Background: an optimization exercise with open tools, aiming at small area, a short achievable clock period and few clock cycles. Do not read the settings as production practice.
The RTL was checked by simulation tests, not by an equivalence proof against the original design.

11-04:
## ssdv_huffdec
module ssdv_huffdec (
    input  wire        clk,
    input  wire        rst,
    input  wire        in_valid,
    output wire        in_ready,
    input  wire        in_start,
    input  wire [7:0]  in_byte,
    output reg         out_valid,
    input  wire        out_ready,
    output reg  [1:0]  out_kind,
    output reg  [1:0]  out_comp,
    output reg  [5:0]  out_k,
    output wire [11:0] out_val
);
    localparam K_DC = 2'd0, K_AC = 2'd1, K_END = 2'd2;
    reg  [36:0] acc;
    reg  [5:0]  cnt;         
    reg         pend;        
    reg  [1:0]  pmode;
    reg  [1:0]  mode;        
    reg  [1:0]  comp;        
    reg  [1:0]  ycnt;        
    reg         dc;          
    reg  [5:0]  k;           
    reg         endq;        
    assign in_ready = !pend && (cnt <= 6'd29);
    wire take = in_valid && in_ready;
    wire [62:0] ext = {acc, 26'd0};
    wire [25:0] win = ext[cnt +: 26];
    wire [4:0]  n;
    wire [3:0]  run, size;
    ssdv_huff_dec u_dec (.tsel({!dc, comp != 2'd0}), .w(win[25:10]),
  ...
==> module ssdv_huffdec, before the edit <==
module ssdv_huffdec (
    input  wire        clk,
    input  wire        rst,
    input  wire        in_valid,
    output wire        in_ready,
    input  wire        in_start,
    input  wire [7:0]  in_byte,
    output reg         out_valid,
    input  wire        out_ready,
    output reg  [1:0]  out_kind,
    output reg  [1:0]  out_comp,
    output reg  [5:0]  out_k,
    output wire [11:0] out_val
);
    localparam K_DC = 2'd0, K_AC = 2'd1, K_END = 2'd2;
    reg  [36:0] acc;
    reg  [5:0]  cnt;         
    reg         pend;        
    reg  [1:0]  pmode;
    reg  [1:0]  mode;        
    reg  [1:0]  comp;        
    reg  [1:0]  ycnt;        
    reg         dc;          
    reg  [5:0]  k;           
    reg         endq;        
    assign in_ready = !pend && (cnt <= 6'd29);
    wire take = in_valid && in_ready;
    wire [62:0] ext = {acc, 26'd0};
    wire [25:0] win = ext[cnt +: 26];
    wire [4:0]  n;
    wire [3:0]  run, size;
    ssdv_huff_dec u_dec (.tsel({!dc, comp != 2'd0}), .w(win[25:10]),
                         .n(n), .run(run), .size(size));
    wire        have    = ({1'b0, n} <= cnt);
    wire        out_free = !out_valid || out_ready;
    wire        fire    = have && out_free && !endq;
    wire        apply_start = pend && !have && !endq;
    wire [36:0] mshift = {11'd0, win} << n;
    wire [10:0] mask   = ~(11'h7ff << size);
    wire [10:0] mb     = mshift[36:26] & mask;
    wire        mneg   = (size != 4'd0) && !(|(mb & ~(mask >> 1)));
    wire [11:0] mraw   = mneg ? {1'b1, mb | ~mask} : {1'b0, mb};
    reg  [11:0] out_raw;
    reg         out_neg;
    assign out_val = out_raw + {11'd0, out_neg};
    wire        is_eob = !dc && (size == 4'd0) && (run == 4'd0);
    wire        is_zrl = !dc && (size == 4'd0) && (run == 4'd15);
    wire [5:0]  pos    = k + {2'd0, run};
    wire [5:0]  kp1    = k + 6'd1;
    wire [5:0]  pos1   = kp1 + {2'd0, run};              
    wire        pos63  = (k[5:4] == 2'b11) && (run == ~k[3:0]);    
    wire [6:0]  k16    = {1'b0, k} + 7'd16;
    wire        last_y = (mode == 2'd0) ? (ycnt == 2'd3) :
                         (mode == 2'd3) ? 1'b1 : (ycnt == 2'd1);
    wire [1:0]  comp_nb = (comp == 2'd0) ? (last_y ? 2'd1 : 2'd0) :
                          (comp == 2'd1) ? 2'd2 : 2'd0;
    wire [1:0]  ycnt_nb = (comp == 2'd0) ? ycnt + 2'd1 : 2'd0;
    wire [5:0]  cnt_b   = cnt + ((take && !in_start) ? 6'd8 : 6'd0);
    wire [5:0]  cnt_nx  = fire ? cnt_b - {1'b0, n} : cnt_b;
    always @(posedge clk) begin
        if (rst) begin
            cnt       <= 6'd0;
            pend      <= 1'b0;
            mode      <= 2'd0;
            comp      <= 2'd0;
            ycnt      <= 2'd0;
            dc        <= 1'b1;
            k         <= 6'd1;
            endq      <= 1'b0;
            out_valid <= 1'b0;
        end else begin
            if (take) begin
                if (in_start) begin
                    pend  <= 1'b1;
                    pmode <= in_byte[1:0];
                end else begin
                    acc <= {acc[28:0], in_byte};
                end
            end
            if (apply_start) begin
                cnt  <= take && !in_start ? 6'd8 : 6'd0;
                pend <= 1'b0;
                mode <= pmode;
                comp <= 2'd0;
                ycnt <= 2'd0;
                dc   <= 1'b1;
                k    <= 6'd1;
            end else begin
                cnt <= cnt_nx;
            end
            if (out_valid && out_ready) out_valid <= 1'b0;
            if (endq && out_free) begin
                out_valid <= 1'b1;
                out_kind  <= K_END;
                out_k     <= 6'd0;
                out_raw   <= 12'd0;
                out_neg   <= 1'b0;
                endq      <= 1'b0;
            end
            if (fire) begin
                if (dc) begin
                    out_valid <= 1'b1;
                    out_kind  <= K_DC;
                    out_comp  <= comp;
                    out_k     <= 6'd0;
                    out_raw   <= mraw;
                    out_neg   <= mneg;
                    dc        <= 1'b0;
                    k         <= 6'd1;
                end else if (is_eob || (is_zrl && k16[6])) begin
                    out_valid <= 1'b1;
                    out_kind  <= K_END;
                    out_comp  <= comp;
                    out_k     <= 6'd0;
                    out_raw   <= 12'd0;
                out_neg   <= 1'b0;
                    dc        <= 1'b1;
                    comp      <= comp_nb;
                    ycnt      <= ycnt_nb;
                end else if (is_zrl) begin
                    k <= k16[5:0];
                end else begin
                    out_valid <= 1'b1;
                    out_kind  <= K_AC;
                    out_comp  <= comp;
                    out_k     <= pos;
                    out_raw   <= mraw;
                    out_neg   <= mneg;
                    k         <= pos1;
                    if (pos63) begin
                        endq <= 1'b1;
                        dc   <= 1'b1;
                        comp <= comp_nb;
                        ycnt <= ycnt_nb;
                    end
                end
            end
        end
    end
endmodule
Settings: LEC_CHECK=0, ABC_AREA=1, CAP_MARGIN=20, CORE_MARGIN=2, CORE_UTILIZATION=45, CTS_BUF_LIST=sky130_fd_sc_hd__clkbuf_4 sky130_fd_sc_hd__clkbuf_8, PLACE_DENSITY=0.6, SLEW_MARGIN=20, SYNTH_MEMORY_MAX_BITS=65536; clock period 8.0 ns.
run.sh (not shown) runs the stock make flow with config.mk's settings and CLKGATE_MAP_FILE= SYNTH_SCRIPT=/design/flow/synth_recipe.tcl, a recipe that flattens the netlist after the stock synthesis.
Testbench counts of 11-04, summed over its fixed seeds: cycles 11,360.
The inputs of 08-12 differ from those of 11-04 as listed below.
--- a/flow/design.v
+++ b/flow/design.v
@@ -1372,7 +1372,4 @@
     wire        is_zrl = !dc && (size == 4'd0) && (run == 4'd15);
     wire [5:0]  pos    = k + {2'd0, run};
-    wire [5:0]  kp1    = k + 6'd1;
-    wire [5:0]  pos1   = kp1 + {2'd0, run};              
-    wire        pos63  = (k[5:4] == 2'b11) && (run == ~k[3:0]);    
     wire [6:0]  k16    = {1'b0, k} + 7'd16;
     wire        last_y = (mode == 2'd0) ? (ycnt == 2'd3) :
@@ -1452,6 +1449,6 @@
                     out_raw   <= mraw;
                     out_neg   <= mneg;
-                    k         <= pos1;
-                    if (pos63) begin
+                    k         <= pos + 6'd1;
+                    if (pos == 6'd63) begin
                         endq <= 1'b1;
                         dc   <= 1'b1;
==> run notes <==
- 08-12: all stages complete, timing, DRC and antenna checks passed
- 08-12 vs. 11-04: slew at the pin closest to its max-slew limit now smaller, design area now smaller.
- Summary: with 11-04 as the reference, routed length on met1 in 08-12 moved down by a few percent.
- On endpoint arrival time on the critical path: 08-12 sits above 11-04.
- The synthesized-area fraction occupied by xor and xnor cells on 08-12 is in line with that on 11-04.
- Compare 11-04 and 08-12 | fmax lower: 08-12
- Comparing 11-04 and 08-12, required time of the critical path is higher on 11-04.
- Comparing 11-04 and 08-12, the higher cell count after synthesis was measured on 11-04.
- The detail-routed via count per cell in 08-12 was lower than what 11-04 gave.
Testbench counts of 08-12, summed over its fixed seeds: cycles 11,360.

what the ideal ports hide:
No port has a modelled driver above. Below, the same layouts with a new extraction and two added sets of constraints. Step 1, drivers: a clkbuf_16 drives clk and a buf_2 each remaining input, both assumed. Step 2 also shifts input and output timing later by t, the mid clock arrival at the registers, as if the neighbouring blocks saw the same clock. Three values: ideal ports, drivers, drivers and shift; two values: the first two.
run	t, ns	setup WS [ns]	clock arrival spread, ns
11-04	0.423	1.199 / 1.199 / 1.199	0.015 / 0.015
08-12	0.400	1.030 / 1.030 / 1.030	0.008 / 0.008
After both steps every run listed still meets setup and hold.
